This design comes from an exercise in tuning for small area on the open sky130 flow, not from production work.
The RTL was checked by simulation tests, not by an equivalence proof against the original design.
No activity file was given, so power comes from the tool's default toggle rates.

[flow/config.mk]
export PLATFORM = sky130hd
export DESIGN_NAME = gbx_link
export DESIGN_NICKNAME = gbx_link
export VERILOG_FILES = /design/flow/design.v
export SDC_FILE = /design/flow/constraint.sdc
export NUM_CORES = 4
export LEC_CHECK = 0
export CAP_MARGIN = 10
export CORE_MARGIN = 2
export CORE_UTILIZATION = 70
export PLACE_DENSITY = 0.8
export SLEW_MARGIN = 10
[flow/flow/run.sh]
#!/bin/bash
# The standard layout (standard.sh) with these changes:
#  - synthesis: ORFS synthesis unchanged except that abc maps the logic with
#    an area-oriented script (flow/area.abc) instead of abc_speed.script;
#  - port buffers are sky130_fd_sc_hd__buf_1;
#  - CTS: clkbuf_8 only, sink clusters of at most 16 sinks within 70 um,
#    no dummy loads.
# Each tool's output goes to a log of its own in this folder.
set -uo pipefail
W=$PWD
# synthesis script: synth_recipe.tcl, sourcing a copy of ORFS synth.tcl whose
# abc call uses flow/area.abc
sed "s|^  log_cmd abc {\*}\$abc_args|  set abc_args [lreplace \$abc_args 1 1 $W/flow/area.abc]\n  log_cmd abc {*}\$abc_args|" \
    "$FLOW_HOME/scripts/synth.tcl" > "$W/synth_area.tcl"
grep -q "flow/area.abc" "$W/synth_area.tcl" || { echo "synth.tcl patch failed"; exit 1; }
sed "s|source \$::env(SCRIPTS_DIR)/synth.tcl|source $W/synth_area.tcl|" synth_recipe.tcl > "$W/synth_recipe_area.tcl"
grep -q "synth_area.tcl" "$W/synth_recipe_area.tcl" || { echo "synth_recipe.tcl patch failed"; exit 1; }
export BUFFER_PORTS_ARGS="-buffer_cell sky130_fd_sc_hd__buf_1"
bash standard.sh "SYNTH_SCRIPT=$W/synth_recipe_area.tcl" \
    "CTS_ARGS=-sink_clustering_enable -repair_clock_nets -dont_use_dummy_load -sink_clustering_size 16 -sink_clustering_max_diameter 70 -buf_list sky130_fd_sc_hd__clkbuf_8" \
    finish > standard.log 2>&1
[flow/standard.sh]
#!/bin/bash
# synth_recipe.tcl (not shown) runs the flow's synth.tcl, then flattens the netlist and writes it again
# the make line also repeats each setting of config.mk as NAME=value (left out here)
make -C /OpenROAD-flow-scripts/flow DESIGN_CONFIG=/design/flow/config.mk WORK_HOME=/design/flow/orfs CLKGATE_MAP_FILE= SYNTH_SCRIPT=/design/flow/synth_recipe.tcl "${@:-finish}"
[flow/flow/area.abc]
&get -n
&st
&deepsyn -T 40
&dch
&nf -R 1000 -p
&put
topo
[flow/design.v]
module gbx_link (
    input  wire        clk,
    input  wire        rst,           
    input  wire        tick,          
    input  wire        start,         
    input  wire [63:0] desc,          
    input  wire        cancel,        
    input  wire        rx_valid,
    input  wire [7:0]  rx_data,
    output wire        rx_ready,
    output wire        rx_flush,      
    output wire        tx_valid,
    output wire [7:0]  tx_data,
    input  wire        tx_ready,
    input  wire        src_valid,
    input  wire [7:0]  src_data,
    output wire        src_ready,
    output wire        sink_valid,
    output wire [7:0]  sink_data,
    input  wire        sink_ready,
    input  wire [4:0]  buf_raddr,
    output wire [7:0]  buf_rdata,
    output reg         busy,
    output reg  [2:0]  op,            
    output reg         done,
    output reg  [3:0]  status,
    output reg  [2:0]  cause,
    output reg  [2:0]  rxsm,
    output reg  [31:0] result_len,
    output reg  [31:0] offset,
    output reg  [31:0] remaining,
    output reg         progress,
    output reg  [31:0] progress_count
);
    localparam [11:0] T_TIMEOUT = 12'd3000;
    localparam [3:0] ST_NONE              = 4'd0;
    localparam [3:0] ST_OK                = 4'd1;
    localparam [3:0] ST_NO_FRAME_MARKER   = 4'd2;
    localparam [3:0] ST_INCOMPLETE_LENGTH = 4'd3;
    localparam [3:0] ST_CANCELLED         = 4'd4;
    localparam [3:0] ST_CAPACITY          = 4'd5;
    localparam [3:0] ST_SHORT_TRANSFER    = 4'd6;
    localparam [3:0] ST_SINK_WRITE        = 4'd7;
    localparam [3:0] ST_SHORT_SOURCE      = 4'd8;
    localparam [3:0] ST_TRANSPORT_WRITE   = 4'd9;
    localparam [3:0] ST_ILLEGAL_OP        = 4'd10;
    localparam [2:0] CA_NONE         = 3'd0;
    localparam [2:0] CA_DEADLINE     = 3'd1;
    localparam [2:0] CA_CANCEL       = 3'd2;
    localparam [2:0] CA_BAD_STX      = 3'd3;
    localparam [2:0] CA_SHORT_ACCEPT = 3'd4;
    localparam [2:0] RX_SEEK_DLE    = 3'd0;
    localparam [2:0] RX_SEEK_STX    = 3'd1;
    localparam [2:0] RX_READ_LENGTH = 3'd2;
    localparam [2:0] RX_DONE        = 3'd3;
    localparam [2:0] RX_TIMEOUT     = 3'd4;
    localparam [2:0] RX_CANCELLED   = 3'd5;
    reg         ph;         
    reg         waiting;
    reg  [4:0]  wk;         
    reg  [11:0] dl;         
    reg  [4:0]  cnt;        
    reg  [23:0] sc;         
    reg  [255:0] ring;      
    reg  [7:0]  bufm [0:31];
    wire run_req   = busy & ~op[2] & ~op[1];
    wire run_rx    = busy &  op[1] & ~op[0];
    wire run_buf   = busy &  op[1] &  op[0];
    wire run_sink  = busy &  op[2] & ~op[0];
    wire run_send  = busy &  op[2] &  op[0];
    wire run_fetch = run_send & ~ph;
    wire run_write = run_send &  ph;
    wire expired   = (dl == 12'd0);
    wire rem_hi0   = (remaining[31:1] == 31'd0);
    wire rem_zero  = rem_hi0 & ~remaining[0];
    wire rem_one   = rem_hi0 &  remaining[0];
    wire [2:0]  d_op  = desc[2:0];
    wire [7:0]  d_cmd = desc[15:8];
    wire [15:0] d_cap = desc[31:16];
    wire [31:0] d_len = desc[63:32];
    wire cap_ok   = (d_cap[15:6] == 10'd0) && (d_cap[5:0] <= 6'd32);
    wire len_over = (d_len[31:6] != 26'd0) || (d_len[5:0] > d_cap[5:0]);
    wire len_zero = (d_len == 32'd0);
    reg desc_valid;
    always @* begin
        case (d_op)
            3'd1:    desc_valid = (desc[7:3] == 5'd0) && (desc[63:16] == 48'd0);
            3'd2:    desc_valid = (desc[63:3] == 61'd0);
            3'd3:    desc_valid = (desc[15:3] == 13'd0) && cap_ok;
            3'd4:    desc_valid = (desc[31:3] == 29'd0);
            3'd5:    desc_valid = (desc[31:3] == 29'd0);
            default: desc_valid = 1'b0;
        endcase
    end
    reg [7:0] frame_byte;
    always @* begin
        case (cnt[2:0])
            3'd0:    frame_byte = 8'h10;
            3'd1:    frame_byte = 8'h02;
            3'd5:    frame_byte = 8'h01;
            3'd6:    frame_byte = sc[7:0];
            default: frame_byte = 8'h00;
        endcase
    end
    wire step      = ~waiting;
    wire rx_take   = rx_valid & rx_ready;
    wire tx_acc    = run_write & step & ~cancel & tx_ready;
    wire fetch_any = run_fetch & step & (cnt != 5'd0);
    wire src_take  = src_ready & src_valid;
    wire [4:0] cnt_p1 = cnt + 5'd1;
    wire fetch_last = (remaining[31:5] != 27'd0) ? (cnt_p1 == 5'd0)
                                                 : (cnt_p1 == remaining[4:0]);
    wire chunk_end = (offset[4:0] == 5'd31) | rem_one;
    assign rx_ready   = step & ~cancel & (run_rx | run_buf | (run_sink & ~ph));
    assign rx_flush   = run_req & (cnt[2:0] == 3'd0);
    assign tx_valid   = run_req | (run_write & step & ~cancel);
    assign tx_data    = run_req ? frame_byte : ring_rd;
    assign src_ready  = run_fetch & step & ((cnt != 5'd0) | (~rem_zero & ~cancel));
    assign sink_valid = run_sink & ph;
    assign sink_data  = sc[7:0];
    assign buf_rdata  = buf_rd;
    wire [4:0]  slot = busy ? cnt : buf_raddr;
    reg  [31:0] slot_hot;
    reg  [7:0]  ring_rd, buf_rd;
    integer k, j;
    always @* begin
        ring_rd = 8'd0;
        buf_rd  = 8'd0;
        for (k = 0; k < 32; k = k + 1) begin
            slot_hot[k] = (slot == k);
            ring_rd = ring_rd | (ring[8*k +: 8] & {8{slot_hot[k]}});
            buf_rd  = buf_rd  | (bufm[k] & {8{slot_hot[k]}});
        end
    end
    always @(posedge clk) begin
        ring <= {ring[247:0], src_take ? src_data : ring[255:248]};
        for (j = 0; j < 32; j = j + 1)
            if (run_buf & rx_take & slot_hot[j])
                bufm[j] <= rx_data;
    end
    wire set_dl = ~busy | rx_take | tx_acc;
    reg  set_wait;
    always @(posedge clk) begin
        if (set_dl)
            dl <= T_TIMEOUT - {11'd0, tick};
        else
            dl <= dl - {11'd0, tick & ~expired};
        if (set_wait)
            wk <= (run_rx ? 5'd10 : 5'd20) - {4'd0, tick};
        else
            wk <= wk - {4'd0, tick};
    end
    wire load     = ~busy & start & desc_valid & (d_op[2] | (d_op[1] & d_op[0]));
    wire buf_take = run_buf & rx_take;
    wire snk_take = run_sink & rx_take;
    wire snk_acc  = run_sink & ph & sink_ready;
    wire off_inc  = buf_take | snk_acc | tx_acc;
    wire rem_dec  = buf_take | snk_take | tx_acc;
    wire pc_inc   = buf_take | snk_acc | (tx_acc & chunk_end);
    always @(posedge clk) begin
        if (rst) begin
            offset         <= 32'd0;
            remaining      <= 32'd0;
            progress_count <= 32'd0;
            progress       <= 1'b0;
        end else begin
            offset         <= load ? 32'd0 : offset + {31'd0, off_inc};
            remaining      <= load ? d_len : remaining - {31'd0, rem_dec};
            progress_count <= progress_count + {31'd0, pc_inc};
            progress       <= pc_inc;
        end
    end
    reg       fin;         
    reg [3:0] fin_st;
    reg [2:0] fin_ca;
    always @* begin
        fin      = 1'b0;
        fin_st   = ST_NONE;
        fin_ca   = CA_NONE;
        set_wait = 1'b0;
        if (step && busy) begin
            if (run_req) begin
                if (!tx_ready) begin
                    fin = 1'b1; fin_st = ST_TRANSPORT_WRITE; fin_ca = CA_SHORT_ACCEPT;
                end else if (cnt[2:0] == 3'd6) begin
                    fin = 1'b1; fin_st = ST_OK;
                end
            end else if (run_rx) begin
                if (cancel) begin
                    fin = 1'b1; fin_st = ST_CANCELLED; fin_ca = CA_CANCEL;
                end else if (rx_valid) begin
                    if (rxsm == RX_SEEK_STX && rx_data != 8'h02) begin
                        fin = 1'b1; fin_st = ST_NO_FRAME_MARKER; fin_ca = CA_BAD_STX;
                    end else if (rxsm == RX_READ_LENGTH && cnt[1:0] == 2'd3) begin
                        fin = 1'b1; fin_st = ST_OK;
                    end
                end else if (expired) begin
                    fin = 1'b1;
                    fin_st = (rxsm == RX_READ_LENGTH) ? ST_INCOMPLETE_LENGTH : ST_NO_FRAME_MARKER;
                    fin_ca = CA_DEADLINE;
                end else
                    set_wait = 1'b1;
            end else if (run_buf || (run_sink && !ph)) begin
                if (cancel) begin
                    fin = 1'b1; fin_st = ST_SHORT_TRANSFER; fin_ca = CA_CANCEL;
                end else if (rx_valid) begin
                    if (run_buf && rem_one) begin
                        fin = 1'b1; fin_st = ST_OK;
                    end
                end else if (expired) begin
                    fin = 1'b1; fin_st = ST_SHORT_TRANSFER; fin_ca = CA_DEADLINE;
                end else
                    set_wait = 1'b1;
            end else if (run_sink) begin
                if (!sink_ready) begin
                    fin = 1'b1; fin_st = ST_SINK_WRITE; fin_ca = CA_SHORT_ACCEPT;
                end else if (rem_zero) begin
                    fin = 1'b1; fin_st = ST_OK;
                end
            end else if (run_fetch) begin
                if (cnt == 5'd0 && rem_zero) begin
                    fin = 1'b1; fin_st = ST_OK;
                end else if (cnt == 5'd0 && cancel) begin
                    fin = 1'b1; fin_st = ST_SHORT_TRANSFER; fin_ca = CA_CANCEL;
                end else if (!src_valid) begin
                    fin = 1'b1; fin_st = ST_SHORT_SOURCE;
                end
            end else begin  
                if (cancel) begin
                    fin = 1'b1; fin_st = ST_SHORT_TRANSFER; fin_ca = CA_CANCEL;
                end else if (tx_ready) begin
                    if (chunk_end)
                        set_wait = 1'b1;
                end else if (expired) begin
                    fin = 1'b1; fin_st = ST_SHORT_TRANSFER; fin_ca = CA_DEADLINE;
                end else
                    set_wait = 1'b1;
            end
        end
    end
    always @(posedge clk) begin
        if (rst) begin
            busy    <= 1'b0;
            done    <= 1'b0;
            status  <= ST_NONE;
            cause   <= CA_NONE;
            rxsm    <= RX_SEEK_DLE;
            result_len <= 32'd0;
            op      <= 3'd0;
            waiting <= 1'b0;
        end else begin
            done <= 1'b0;
            if (waiting) begin
                if (wk == 5'd0)
                    waiting <= 1'b0;
            end else if (!busy) begin
                if (start) begin
                    op     <= d_op;
                    status <= ST_NONE;
                    cause  <= CA_NONE;
                    if (!desc_valid) begin
                        status <= ST_ILLEGAL_OP;
                        done   <= 1'b1;
                    end else if (d_op == 3'd3 && len_over) begin
                        status <= ST_CAPACITY;
                        done   <= 1'b1;
                    end else if (d_op[2] | (d_op[1] & d_op[0])) begin
                        if (len_zero) begin
                            status <= ST_OK;
                            done   <= 1'b1;
                        end else
                            busy <= 1'b1;
                    end else begin
                        busy <= 1'b1;
                        if (d_op == 3'd2)
                            rxsm <= RX_SEEK_DLE;
                    end
                end
            end else begin
                if (fin) begin
                    busy   <= 1'b0;
                    done   <= 1'b1;
                    status <= fin_st;
                    cause  <= fin_ca;
                end
                if (set_wait)
                    waiting <= 1'b1;
                if (run_rx) begin
                    if (cancel)
                        rxsm <= RX_CANCELLED;
                    else if (rx_valid) begin
                        case (rxsm)
                        RX_SEEK_DLE:
                            if (rx_data == 8'h10) rxsm <= RX_SEEK_STX;
                        RX_SEEK_STX:
                            rxsm <= (rx_data == 8'h02) ? RX_READ_LENGTH : RX_TIMEOUT;
                        default:
                            if (cnt[1:0] == 2'd3) begin
                                result_len <= {sc, rx_data};
                                rxsm       <= RX_DONE;
                            end
                        endcase
                    end else if (expired)
                        rxsm <= RX_TIMEOUT;
                end
            end
        end
    end
    wire len_byte = run_rx & step & ~cancel & rx_valid & (rxsm == RX_READ_LENGTH);
    wire cnt_inc  = (run_req & step & tx_ready) | len_byte | buf_take |
                    (src_take & ~fetch_last) | (run_write & ~tx_acc);
    wire cnt_clr  = ~busy | (tx_acc & chunk_end);
    always @(posedge clk) begin
        cnt <= cnt_clr ? 5'd0 : cnt + {4'd0, cnt_inc};
        if (!busy)
            ph <= 1'b0;
        else if (snk_take | (src_take & fetch_last))
            ph <= 1'b1;
        else if ((run_sink & ph) | (tx_acc & chunk_end))
            ph <= 1'b0;
        if (!busy)
            sc[7:0] <= d_cmd;
        else if (snk_take)
            sc[7:0] <= rx_data;
        if (len_byte)
            sc <= {sc[15:0], rx_data};
    end
endmodule
[flow/constraint.sdc]
create_clock -name core_clock -period 10.0 [get_ports {clk}]
set_input_delay 2.0000 -clock core_clock [delete_from_list [all_inputs] [get_ports {clk}]]
set_output_delay 2.0000 -clock core_clock [all_outputs]
set_load 0.01 [all_outputs]
==> run summary <==
## cell families after synthesis
| family | count (synthesis) |
|---|---|
| DFF | 704 |
| and+or+nand+nor | 603 |
| AOI/OAI and AO/OA | 421 |
| xor gates and xnor gates | 38 |
| buffers and inverters | 27 |
| muxes | 23 |
| adders and majority gates | 23 |
## worst min-delay path by stage
stage | to | depth (start not counted)
5_1_grt | ring[165] | 0
3_5_place_dp | ring[159] | 0
4_1_cts | ring[165] | 0
6_report | ring[165] | 0
3_3_place_gp | ring[37] | 0
2_1_floorplan | ring[100] | 0
## per-layer routing
metal,GRT usage,wire length (um),share of wire
met1,0.520,24900,0.35
met2,0.614,32100,0.46
met3,0.103,10200,0.14
met4,0.163,3050,0.043
met5,0.00412,0,0
## stage by stage
step	cells	hold WS, ps	setup WS [ps]
finish	2653	293	2900
detailed placement	2602	336	2930
global placement	2601	332	3060
CTS	2651	294	3030
floorplan	1839	330	3030
global route	2652	288	2850
## registers in the layout, summed over array words and instances (netlist names), 12 cells and up
register	flops
result_len	32
dl	12
sc	24
progress_count	32
ring	256
bufm	256
remaining	32
offset	32
## power by group
part,leakage (nW),internal [mW],switching [mW]
sequential,5.94,3.00,0.0216
combinational,3.07,0.0806,0.190
clock,0.352,0.440,0.821
total,9.36,3.52,1.03
## worst max-delay path: stages
cell      delay (ps)
buf_1             80
mux2_1           290
nand2_1          510
nor2_1           460
buf_4            330
a222oi_1         340
nand3_1          120
nor3_1           570
o21ai_0          180
buf_1            200
## cell usage after synthesis, drive strengths merged (23+ instances only)
master / instances
o21ai: 53
a22oi: 53
and3: 59
dfxtp: 424
nor4: 26
ha: 23
nor3: 119
a22o: 62
nand3: 52
a222oi: 96
nor2: 111
nand4: 32
edfxtp: 280
xnor2: 23
nand2: 135
a21oi: 88
## layout make-up
class	count	share of cell area
antenna	1	0.0000933
clock buffer	49	0.0252
inverter	19	0.00266
multi-input combinational	1108	0.267
sequential	704	0.630
tap	448	0.0209
timing repair buffer	324	0.0538
==> impl_metrics.ini <==
[die]
io_pins = 267
dieWidth_um = 189
rows = 67
fp.dieH_um = 189
core_sq_um = 33700
start_util = 0.713
dieArea_sq_um = 35800

[clock_network]
cts_hold_buffers = 0
cts.repair.resized = 0
cts_sinks = 704
insertion_delay_ps = 660
cts_tree = done
postCtsSetupRepairBufs = 0
htreeDepth = 2
cts_root_buf = clkbuf_8
clk_pin_slew_ps = 90
clk_path_buf_depth = 3
cts_buffers = 49

[setup_path]
reg2regPathDepth = 25
critPathCapture = tx_data[0]
ff2ff_setup_slack_ps = 3690
worstPathMaxFanout = 16
start_kind = input port
reg2reg_from = remaining[9]
critPathArrivalTime_ps = 5100
required_ps = 8000
crit_type = in2out
worstReg2RegEnd = progress_count[30]
crit_path_start = buf_raddr[3]
cp-end-kind = output port

[final_layout]
layout.nets = 2323
seqCellArea_sq_um = 16900
fill_cells = 2102
utilization = 0.796
multiInputGateArea_sq_um = 7160
drive_gt1_frac = 0.0631
area_growth_pct = 11.5
final_cell_area_sq_um = 26800
final_cell_mix = 424 x dfxtp_1, 280 x edfxtp_1, 264 x buf_1
final_common_cell = dfxtp_1

[synthesis]
ys_seq_area_frac = 0.703
syn-cell-area_sq_um = 24000
postSynthAreaPerCell_sq_um = 13.1
ys_warn_count = 2
synthXorXnorAreaFrac = 0.0138
synth_top_area_cell = dfxtp_1
syn_nets = 1956
synthTopCellsByArea = dfxtp_1 35%, edfxtp_1 35%, a222oi_1 4.0%, nor3_1 2.5%, a22o_1 2.3%
postSynthCellCount = 1839
synth.area.mux_share = 0.0106
synth_cell_types = 49
yosys_register_bits = 704
synth_edf_count = 280
synth_top_area_share = 0.353
synth-simple-area-share = 0.124
synth_compound_gate_area_share = 0.131
synth_ff_type = dfxtp_1
synth_top_family_by_area = compound AO/OA/AOI/OAI gates
synth_fa_ha_area_frac = 0.0120
ys_async_sr_fraction = 0

[routing]
drtIter0Drc = 2838
routed_wl_um = 70200
drt-wirelength-per-cell_um = 26.5
via_per_inst = 6.89
dr.pass1.iters = 9
vias = 18300
drcViolationCount = 0
ant_nets = 0

[placement]
dp_hpwl_um = 46600
portBuffers = 266
gp_congestion = 0.925
post_dp_cell_area_sq_um = 26100

[timing]
relSlewSlack = 0.125
period_minus_slack_ps = 7100
finalSetupViolations = 0
worstMarginPinSlew_ps = 1310
tns_ps = 0
fmax_ghz = 0.141
hold_viol = 0
skew_ps = 69.6
period_share = 0.710
rsz0062_at_grt = no
slew_violations = 0

[worst_hold_path]
hold_path_class = reg2reg
worstHoldStart = ring[157]

[power_and_ir_drop]
p_leak_nw = 9.36
power_mw = 4.55
peakVddDrop_uv = 158
powerDensity_nw_per_um2 = 170

[grt]
first_global_vias = 17600
grt_pass1_wl_um = 105000
grt_use_total = 0.390
grt-ovfl-total = 0
antenna_found_initial = 1
grt_max_degree = 65

[run_status]
status = finished clean

[flow_run]
max_cap_violations = 0

static timing again, ports no longer ideal:
Ports are ideal in the flow. The routed layout listed here was re-timed in OpenROAD. Step 1 assumes that a clkbuf_16 drives the clock port and a buf_2 every other input. Step 2, shift: input delay + t, output delay - t, t = (earliest + latest rising clock arrival at the registers) / 2. This alone moves slack from input paths to output paths. Three values: no drivers, after step 1, after step 2; two values: the first two.
shift t [ns]: 0.672
setup slack, ns: 2.902 / 2.853 / 2.744
worst hold slack (ns): 0.293 / 0.293 / 0.293
After both steps setup and hold are still met in this run. The setup slack of this run moves by -0.049 ns with the drivers and by -0.158 ns with both steps.
